Background: an optimization exercise with open tools, aiming at small area and a short achievable clock period. Do not read the settings as production practice. In this exercise RTL edits were held to simulation tests only and were not proved equivalent to the original. Power and IR drop assume default switching activity.

Setup of run 1:
Design p4_core, start of the top module:
module p4_core (
    input  wire        clk,
    input  wire        rst,           
    output wire [14:0] imem_addr,
    input  wire [15:0] imem_rdata,
    output wire [15:0] d_addr,
    output wire [15:0] d_wdata,
    output wire        d_we,
    output wire        d_re,
    input  wire [15:0] d_rdata,
    input  wire [15:0] irq,
    output wire        halted
);
Size: ~1,800 cells after synthesis, ~210 flip-flops.
clock: 8.0 ns
lec_check: 0
cap_margin: 20
core_margin: 2
core_utilization: 65
cts_buf_list: sky130_fd_sc_hd__clkbuf_4 sky130_fd_sc_hd__clkbuf_8
setup_slack_margin: 2.5
slew_margin: 20
standard.sh (not shown) runs the stock make flow with config.mk's settings and CLKGATE_MAP_FILE= SYNTH_SCRIPT=/design/flow/synth_recipe.tcl, a recipe that flattens the netlist after the stock synthesis.
==> flow/flow/run.sh <==
#!/bin/bash
# Layout: the standard flow (standard.sh, all steps) with two changes:
#  - the port buffers that global placement inserts are buf_2 cells instead
#    of the buffer the flow picks by default (a clkdlybuf4s50 delay cell);
#  - synthesis leaves adders to ABC (no ADDER_MAP_FILE, so no extract_fa
#    full/half-adder cells), which keeps the ALU's carry network fast.
#    Registers are unchanged: same names and cell types as the standard
#    synthesis.
# make's output, with every tool's output, goes to standard.log here; ORFS
# also keeps each step's log under orfs/logs/.
set -euo pipefail
export BUFFER_PORTS_ARGS="-buffer_cell sky130_fd_sc_hd__buf_2"
export ADDER_MAP_FILE=
bash standard.sh > standard.log 2>&1
--- input diff run 1..run 2 ---
Settings: putting SYNTH_MINIMUM_KEEP_SIZE at 0 where nothing was set; putting SYNTH_HIERARCHICAL at 1 where nothing was set; clearing SETUP_SLACK_MARGIN, which used to be 2.5; swapping 65 for 40 in CORE_UTILIZATION.
==> flow/run.sh (new file) <==
#!/bin/bash
# synth_recipe.tcl (not shown) runs the flow's synth.tcl, then flattens the netlist and writes it again
# the make line also repeats each setting of config.mk as NAME=value (left out here)
make -C /OpenROAD-flow-scripts/flow DESIGN_CONFIG=/design/flow/config.mk WORK_HOME=/design/flow/orfs CLKGATE_MAP_FILE= SYNTH_SCRIPT=/design/flow/synth_recipe.tcl finish
removed: flow/flow/run.sh
removed: flow/standard.sh
==> comparison <==
Higher logic gate share of total power among run 2 and run 1: run 2
Sort run 2 and run 1 by first-pass GRT wire length asc -> top: run 1
Detailed route wirelength on metal2 (higher): run 2
The higher floorplan die area of run 2 and run 1 is in run 2.
Run 1 vs run 2, most frequent standard cell in the layout excluding fill and tap cells: sky130_fd_sc_hd__nand2_1 vs sky130_fd_sc_hd__nor2_1
Run 2 vs run 1, leakage power summed over all cells went up by 0.16 nW.
## Diff of input files: run 3 against run 2
Settings: CORE_UTILIZATION: 40 -> 45; SYNTH_MINIMUM_KEEP_SIZE: 0 -> unset; SYNTH_HIERARCHICAL: 1 -> unset; ABC_AREA: unset -> 1; SETUP_SLACK_MARGIN: unset -> 3.0.
==> flow/flow/run.sh (new file) <==
#!/bin/bash
# Layout: the standard flow (standard.sh, all steps) with two changes:
#  - the port buffers that global placement inserts are buf_2 cells instead
#    of the buffer the flow picks by default (a clkdlybuf4s50 delay cell);
#  - synthesis leaves adders to ABC (no ADDER_MAP_FILE, so no extract_fa
#    full/half-adder cells), which keeps the ALU's carry network fast.
#    Registers are unchanged: same names and cell types as the standard
#    synthesis.
# make's output, with every tool's output, goes to standard.log here; ORFS
# also keeps each step's log under orfs/logs/.
set -euo pipefail
export BUFFER_PORTS_ARGS="-buffer_cell sky130_fd_sc_hd__buf_2"
export ADDER_MAP_FILE=
bash standard.sh > standard.log 2>&1
==> flow/standard.sh (new file) <==
#!/bin/bash
# synth_recipe.tcl (not shown) runs the flow's synth.tcl, then flattens the netlist and writes it again
# the make line also repeats each setting of config.mk as NAME=value (left out here)
make -C /OpenROAD-flow-scripts/flow DESIGN_CONFIG=/design/flow/config.mk WORK_HOME=/design/flow/orfs CLKGATE_MAP_FILE= SYNTH_SCRIPT=/design/flow/synth_recipe.tcl "${@:-finish}"
removed: flow/run.sh
### Flow results
Run 3 finished end to end and its layout was clean on timing, DRC and antenna.
The worst hold slack across all endpoints of run 3 falls short of that of run 2 by 0.011 ns.
Run 3 vs run 2: instance area at placement down in run 3
Summary — clock share of power, run 3 relative to run 2: higher, by 2.3 points.
In run 3 the total iterations of the first detailed-routing run turned out 2 higher than in run 2.
Side by side, maximum net fanout on the critical path turned out lower in run 3 than in run 2.
Cmp run 3 vs run 2: power higher in run 3
| final clock period utilization by the worst path | run 3 vs run 2 | 24 points lower |
## Diff of input files: run 4 against run 3
Settings: setting SYNTH_MINIMUM_KEEP_SIZE to 0 for the first time; changing CORE_UTILIZATION from 45 to 40; setting SYNTH_HIERARCHICAL to 1 for the first time; removing ABC_AREA (formerly 1).
==> flow/flow/run.sh <==
#!/bin/bash
# Layout: the standard flow (standard.sh, all steps) with one change:
# the port buffers that global placement inserts are buf_2 cells instead of
# the buffer the flow picks by default (a clkdlybuf4s50 delay cell).
# make's output, with every tool's output, goes to standard.log here; ORFS
# also keeps each step's log under orfs/logs/.
set -euo pipefail
export BUFFER_PORTS_ARGS="-buffer_cell sky130_fd_sc_hd__buf_2"
bash standard.sh > standard.log 2>&1
--- outcome ---
Run 4 ended with every stage complete and zero timing, DRC or antenna violations. Placed wire-length estimate ended up 2.1% lower on run 4 than on run 3. Of run 4 and run 3, the higher critical path required time belongs to run 3. Changes observed in run 4 relative to run 3: area added between synthesis and finish went up 9.8 points, via count went down 478, met3 track demand over resource went up 2.0 points, initial core utilization went down 5.0 points.
[inputs] run 5 vs run 4
Settings: CTS_BUF_LIST: sky130_fd_sc_hd__clkbuf_4 sky130_fd_sc_hd__clkbuf_8 -> sky130_fd_sc_hd__clkbuf_4; CORE_UTILIZATION: 40 -> 55; ABC_AREA: unset -> 1; SYNTH_MINIMUM_KEEP_SIZE: 0 -> unset; SYNTH_HIERARCHICAL: 1 -> unset.
==> flow/flow/run.sh <==
#!/bin/bash
# Layout: the standard flow (standard.sh, all steps) with these changes:
#  - the port buffers that global placement inserts are buf_2 cells instead
#    of the buffer the flow picks by default (a clkdlybuf4s50 delay cell);
#  - synthesis leaves adders to ABC (no ADDER_MAP_FILE, so no extract_fa
#    full/half-adder cells), which keeps the ALU's carry network fast.
#    Registers are unchanged: same names and cell types as the standard
#    synthesis;
#  - clock tree synthesis builds the tree from clkbuf_4 cells only and
#    inserts no dummy loads (the standard arguments otherwise).
# make's output, with every tool's output, goes to standard.log here; ORFS
# also keeps each step's log under orfs/logs/.
set -euo pipefail
export BUFFER_PORTS_ARGS="-buffer_cell sky130_fd_sc_hd__buf_2"
export ADDER_MAP_FILE=
export CTS_ARGS="-sink_clustering_enable -repair_clock_nets -buf_list sky130_fd_sc_hd__clkbuf_4 -dont_use_dummy_load"
bash standard.sh > standard.log 2>&1
### Flow results
- Setup slack delta for run 5 relative to run 4: 0.030 ns lower
- Cell-internal power delta (run 5 − run 4): favourable
- ~same maximum level of the CTS H-tree in run 5 and run 4
- Between run 4 and run 5, required time of the critical path increased.
- Re total of max-cap violations: no difference whatsoever between run 4 and run 5.
- Between run 5 and run 4, the difference in sequential power is negligible.

==> afterwards: timing with drivers on the ports <==
The flow's constraints put no driver on any port. The routed layouts listed below were extracted and timed again, unchanged, in two steps.
Step 1 assumes that a clkbuf_16 drives the clock port and a buf_2 every other input.
Step 2 times the ports against the registers' clock, not the clock port: input delays grow and output delays shrink by t, the midpoint of the rising clock arrivals with the driver on.
Slacks: ideal ports / drivers / drivers and shift; pairs: ideal ports / drivers.
| run | t, ns | setup WS [ns] | worst setup path after step 2 | latest minus earliest clock arrival (ns) |
|---|---|---|---|---|
| run 1 | 0.591 | 2.497 / 2.519 / 1.929 | input to register | 0.017 / 0.017 |
| run 2 | 0.652 | 1.014 / 0.991 / 0.453 | input to register | 0.033 / 0.032 |
| run 3 | 0.633 | 2.954 / 2.954 / 2.355 | input to register | 0.033 / 0.034 |
| run 4 | 0.664 | 2.972 / 2.847 / 2.221 | input to register | 0.059 / 0.058 |
| run 5 | 0.728 | 2.942 / 2.908 / 2.217 | input to register | 0.121 / 0.121 |
After both steps setup and hold are still met in every run listed. For run 4, which loses most, drivers alone change the setup slack by -0.125 ns; drivers and shift together by -0.751 ns.
